This design comes from an exercise in tuning for small area, a short achievable clock period and few clock cycles on the open sky130 flow, not from production work.
The RTL was checked by simulation tests, not by an equivalence proof against the original design.

==> build 2 <==
Design vm20_core, start of the top module:
module vm20_core (
    input  wire        clk,
    input  wire        rst,           
    input  wire [7:0]  exec_start,    
    output reg         mem_req,
    output reg         mem_we,
    output reg  [7:0]  mem_addr,
    output reg  [19:0] mem_wdata,
    input  wire        mem_ready,
    input  wire [19:0] mem_rdata,
    input  wire        in_valid,
    input  wire [7:0]  in_data,
    input  wire        in_eof,
    input  wire        in_err,
    output reg         in_take,
    output reg         out_valid,
    output reg         out_kind,      
    output reg  [19:0] out_data,
    input  wire        out_ready,
    input  wire        out_err,
    output wire [2:0]  status,
    output wire [7:0]  pc,
    output wire [19:0] r0,
    output wire [19:0] r1,
    output wire [19:0] r2,
    output wire [19:0] r3
);
Settings: LEC_CHECK=0, ABC_AREA=1, CAP_MARGIN=20, CORE_MARGIN=2, CORE_UTILIZATION=35, CTS_BUF_LIST=sky130_fd_sc_hd__clkbuf_8, SETUP_SLACK_MARGIN=3.0, SLEW_MARGIN=20; clock period 8.0 ns.
standard.sh (not shown) runs the stock make flow with config.mk's settings and CLKGATE_MAP_FILE= SYNTH_SCRIPT=/design/flow/synth_recipe.tcl, a recipe that flattens the netlist after the stock synthesis.
==> flow/flow/run.sh <==
#!/bin/bash
# The standard layout (the standard.sh, all ORFS steps unchanged), except that the
# port buffers ORFS inserts on every input and output are plain sky130_fd_sc_hd__buf_2
# cells instead of the delay buffers buffer_ports picks by default.
set -euo pipefail
bash standard.sh finish "BUFFER_PORTS_ARGS=-buffer_cell sky130_fd_sc_hd__buf_2" > flow_make.log 2>&1
==> trial 84: changes against build 2 <==
--- a/flow/design.v
+++ b/flow/design.v
@@ -109,16 +109,19 @@
             OP_BRS:  w_cond = 1'b1;
             default: w_cond = 1'b0;
         endcase
     end
     wire        w_hit   = !w_nop && w_x0 && (w_op == OP_LD) && c_v && (c_a == w_s);
-    wire        w_use_s = !w_nop && w_x0 && (w_memop || w_op == OP_ST || w_cond) && !w_hit;
+    wire        w_isbr  = (w_op == OP_BR && w_r[0]) || (w_op == OP_BRZ) ||
+                          (w_op == OP_BRN) || (w_op == OP_BRS);
+    wire        w_use_s = !w_nop && w_x0 && (w_memop || w_isbr) && !w_hit;
     wire [7:0]  w_s_inc = w_s + 8'd1;
-    wire [19:0] w_xr  = rsel(w_x);
-    wire [19:0] w_rv  = rsel(w_r);
-    wire [19:0] pa    = rsel(i_r);
-    wire [19:0] pb    = st_e ? w_rv : pa;
+    wire [1:0]  pa_i  = st_e ? w_x : i_r;
+    wire [1:0]  pb_i  = st_e ? w_r : i_r;
+    wire [19:0] pa    = rsel(pa_i);
+    wire [19:0] pb    = rsel(pb_i);
+    wire [19:0] w_xr  = pa;
     wire        alu_sub = (i_op == OP_SUB);
     wire [19:0] alu_a   = (i_op == OP_LD) ? 20'd0 : pa;
     wire [19:0] alu_sum = alu_a + (alu_sub ? ~mem_rdata : mem_rdata) + {19'd0, alu_sub};
     wire        sh_r    = st_e ? w_op[1] : i_op[1];    
     wire [4:0]  sh_n    = st_e ? w_s[4:0] : i_a[4:0];
@@ -220,23 +223,21 @@
     reg  [7:0]  addr_r;
     always @(*) begin
         mem_req   = 1'b0;
         mem_we    = 1'b0;
         addr_r    = pc_q;
-        mem_wdata = pa;
+        mem_wdata = pb;
         in_take   = 1'b0;
         out_valid = 1'b0;
         out_kind  = (i_r == 2'd3);
         out_data  = md_p;
         case (state)
             S_F, S_O, S_MD, S_CHR: begin
                 mem_req  = 1'b1;
             end
             S_E: begin
-                mem_req   = 1'b1;
-                mem_we    = !w_nop && w_x0 && (w_op == OP_ST);
-                mem_wdata = w_rv;
+                mem_req  = 1'b1;
             end
             S_X: begin
                 mem_req  = 1'b1;
                 if ((i_memop && !i_hit) || i_op == OP_ST) begin
                     mem_we = i_aok && (i_op == OP_ST);
@@ -359,10 +360,12 @@
         begin
             if (limit) begin
                 if (next_s) pc_q <= w_s;
                 status_q <= ST_LIMIT;
                 state    <= S_DONE;
+            end else if (w_use_s && !next_s) begin
+                state <= S_F;
             end else if (mem_ready) begin
                 pc_q  <= w_use_s ? w_s_inc : pc_q + 8'd1;
                 count <= count + 8'd1;
                 state <= S_E;
             end else begin
@@ -443,12 +446,11 @@
                                 if (w_hit)     complete(pc_q);
                                 else if (w_x0) issued(1'b0);
                                 else           state <= S_X;
                             end
                             OP_ST: begin
-                                if (w_x0) issued(1'b1);
-                                else      state <= S_X;
+                                state <= w_x0 ? S_WR : S_X;
                             end
                             OP_SHL, OP_SHR: begin
                                 if (w_x0) complete(pc_q);
                                 else      state <= S_X;
                             end
==> trial 57: changes against build 2 <==
--- a/flow/design.v
+++ b/flow/design.v
@@ -109,11 +109,13 @@
             OP_BRS:  w_cond = 1'b1;
             default: w_cond = 1'b0;
         endcase
     end
     wire        w_hit   = !w_nop && w_x0 && (w_op == OP_LD) && c_v && (c_a == w_s);
-    wire        w_use_s = !w_nop && w_x0 && (w_memop || w_op == OP_ST || w_cond) && !w_hit;
+    wire        w_isbr  = (w_op == OP_BR && w_r[0]) || (w_op == OP_BRZ) ||
+                          (w_op == OP_BRN) || (w_op == OP_BRS);
+    wire        w_use_s = !w_nop && w_x0 && (w_memop || w_isbr) && !w_hit;
     wire [7:0]  w_s_inc = w_s + 8'd1;
     wire [19:0] w_xr  = rsel(w_x);
     wire [19:0] w_rv  = rsel(w_r);
     wire [19:0] pa    = rsel(i_r);
     wire [19:0] pb    = st_e ? w_rv : pa;
@@ -230,13 +232,11 @@
         case (state)
             S_F, S_O, S_MD, S_CHR: begin
                 mem_req  = 1'b1;
             end
             S_E: begin
-                mem_req   = 1'b1;
-                mem_we    = !w_nop && w_x0 && (w_op == OP_ST);
-                mem_wdata = w_rv;
+                mem_req  = 1'b1;
             end
             S_X: begin
                 mem_req  = 1'b1;
                 if ((i_memop && !i_hit) || i_op == OP_ST) begin
                     mem_we = i_aok && (i_op == OP_ST);
@@ -359,10 +359,12 @@
         begin
             if (limit) begin
                 if (next_s) pc_q <= w_s;
                 status_q <= ST_LIMIT;
                 state    <= S_DONE;
+            end else if (w_use_s && !next_s) begin
+                state <= S_F;
             end else if (mem_ready) begin
                 pc_q  <= w_use_s ? w_s_inc : pc_q + 8'd1;
                 count <= count + 8'd1;
                 state <= S_E;
             end else begin
@@ -443,12 +445,11 @@
                                 if (w_hit)     complete(pc_q);
                                 else if (w_x0) issued(1'b0);
                                 else           state <= S_X;
                             end
                             OP_ST: begin
-                                if (w_x0) issued(1'b1);
-                                else      state <= S_X;
+                                state <= w_x0 ? S_WR : S_X;
                             end
                             OP_SHL, OP_SHR: begin
                                 if (w_x0) complete(pc_q);
                                 else      state <= S_X;
                             end
--- a/flow/config.mk
+++ b/flow/config.mk
@@ -7,8 +7,7 @@
 export LEC_CHECK = 0
 export ABC_AREA = 1
 export CAP_MARGIN = 20
 export CORE_MARGIN = 2
 export CORE_UTILIZATION = 35
-export CTS_BUF_LIST = sky130_fd_sc_hd__clkbuf_8
 export SETUP_SLACK_MARGIN = 3.0
 export SLEW_MARGIN = 20
==> impl_metrics.toml <==
[clock_network]
root_buffer = "clkbuf_8"

[final_layout]
bufAreaShareNonClock_pct = 10.0
clock_area_share_pct = 3.54

[route]
wl_met3_microns = 24300
wl_per_cell_microns = 30.6

[status]
run_status = "timing/DRC/antenna clean"

[timing]
setup_ws_ps = 2840

[critical_path]
cp.depth = 13

[floorplan]
taps = 969

[yosys]
seq_area_frac_synth_pct = 22.6
[end of results for trial 84]
==> impl_metrics.toml <==
[critical_path]
cp-startpoint = "rg1[4]"
cp.depth = 13

[clock_network]
post-cts-setup-buffers = 58

[final_layout]
bufAreaShareNonClock_pct = 8.31
clock_area_share_pct = 3.02

[yosys]
ys_top_cells_by_area = "edfxtp_1 (15%), nand2_1 (14%), nand3_1 (8.3%), a21oi_1 (8.1%), dfxtp_1 (7.1%)"
seq_area_frac_synth_pct = 21.8

[floorplan]
taps = 1040

[route]
wl_met3_microns = 22700
wl_per_cell_microns = 28.8

[timing]
setup_ws_ps = 2870

[status]
run_status = "timing/DRC/antenna clean"
[end of results for build 2]
==> impl_metrics.toml <==
[final_layout]
nClkBuffers = 36
clock_area_share_pct = 3.47
bufAreaShareNonClock_pct = 7.61

[yosys]
seq_area_frac_synth_pct = 22.1
synth_seq_cells = 230

[critical_path]
cp.depth = 9
crit_top_cell = "nand3_1"

[status]
run_status = "timing/DRC/antenna clean"

[route]
wl_per_cell_microns = 29.9

[global_routing]
use_met2_pct = 56.7
grt.busiest_layer = "met2"

[timing]
setup_ws_ps = 2900

[clock_network]
root_buffer = "clkbuf_16"
[end of results for trial 57]
Testbench counts of build 2, summed over its fixed seeds: cycles 82,288.
Testbench counts of trial 84, summed over its fixed seeds: cycles 84,204.
Testbench counts of trial 57, summed over its fixed seeds: cycles 84,204.

what the ideal ports hide:
No port has a modelled driver above. Below, the same layouts with a new extraction and two added sets of constraints. Step 1 assumes that a clkbuf_16 drives the clock port and a buf_2 every other input. Step 2 also shifts input and output timing later by t, the mid clock arrival at the registers, as if the neighbouring blocks saw the same clock. a / b / c = ideal ports / drivers / drivers and shift; a / b = the first two.
| run | t, ns | setup slack, ns | worst data-port slew with drivers (ns) |
|---|---|---|---|
| build 2 | 0.748 | 2.865 / 2.800 / 2.247 | 0.13 |
| trial 84 | 0.747 | 2.843 / 2.795 / 2.106 | 0.10 |
| trial 57 | 0.714 | 2.895 / 2.826 / 2.305 | 0.13 |
After both steps every run listed still meets setup and hold. The setup slack of trial 84, which loses most, moves by -0.048 ns with the drivers and by -0.737 ns with both steps.
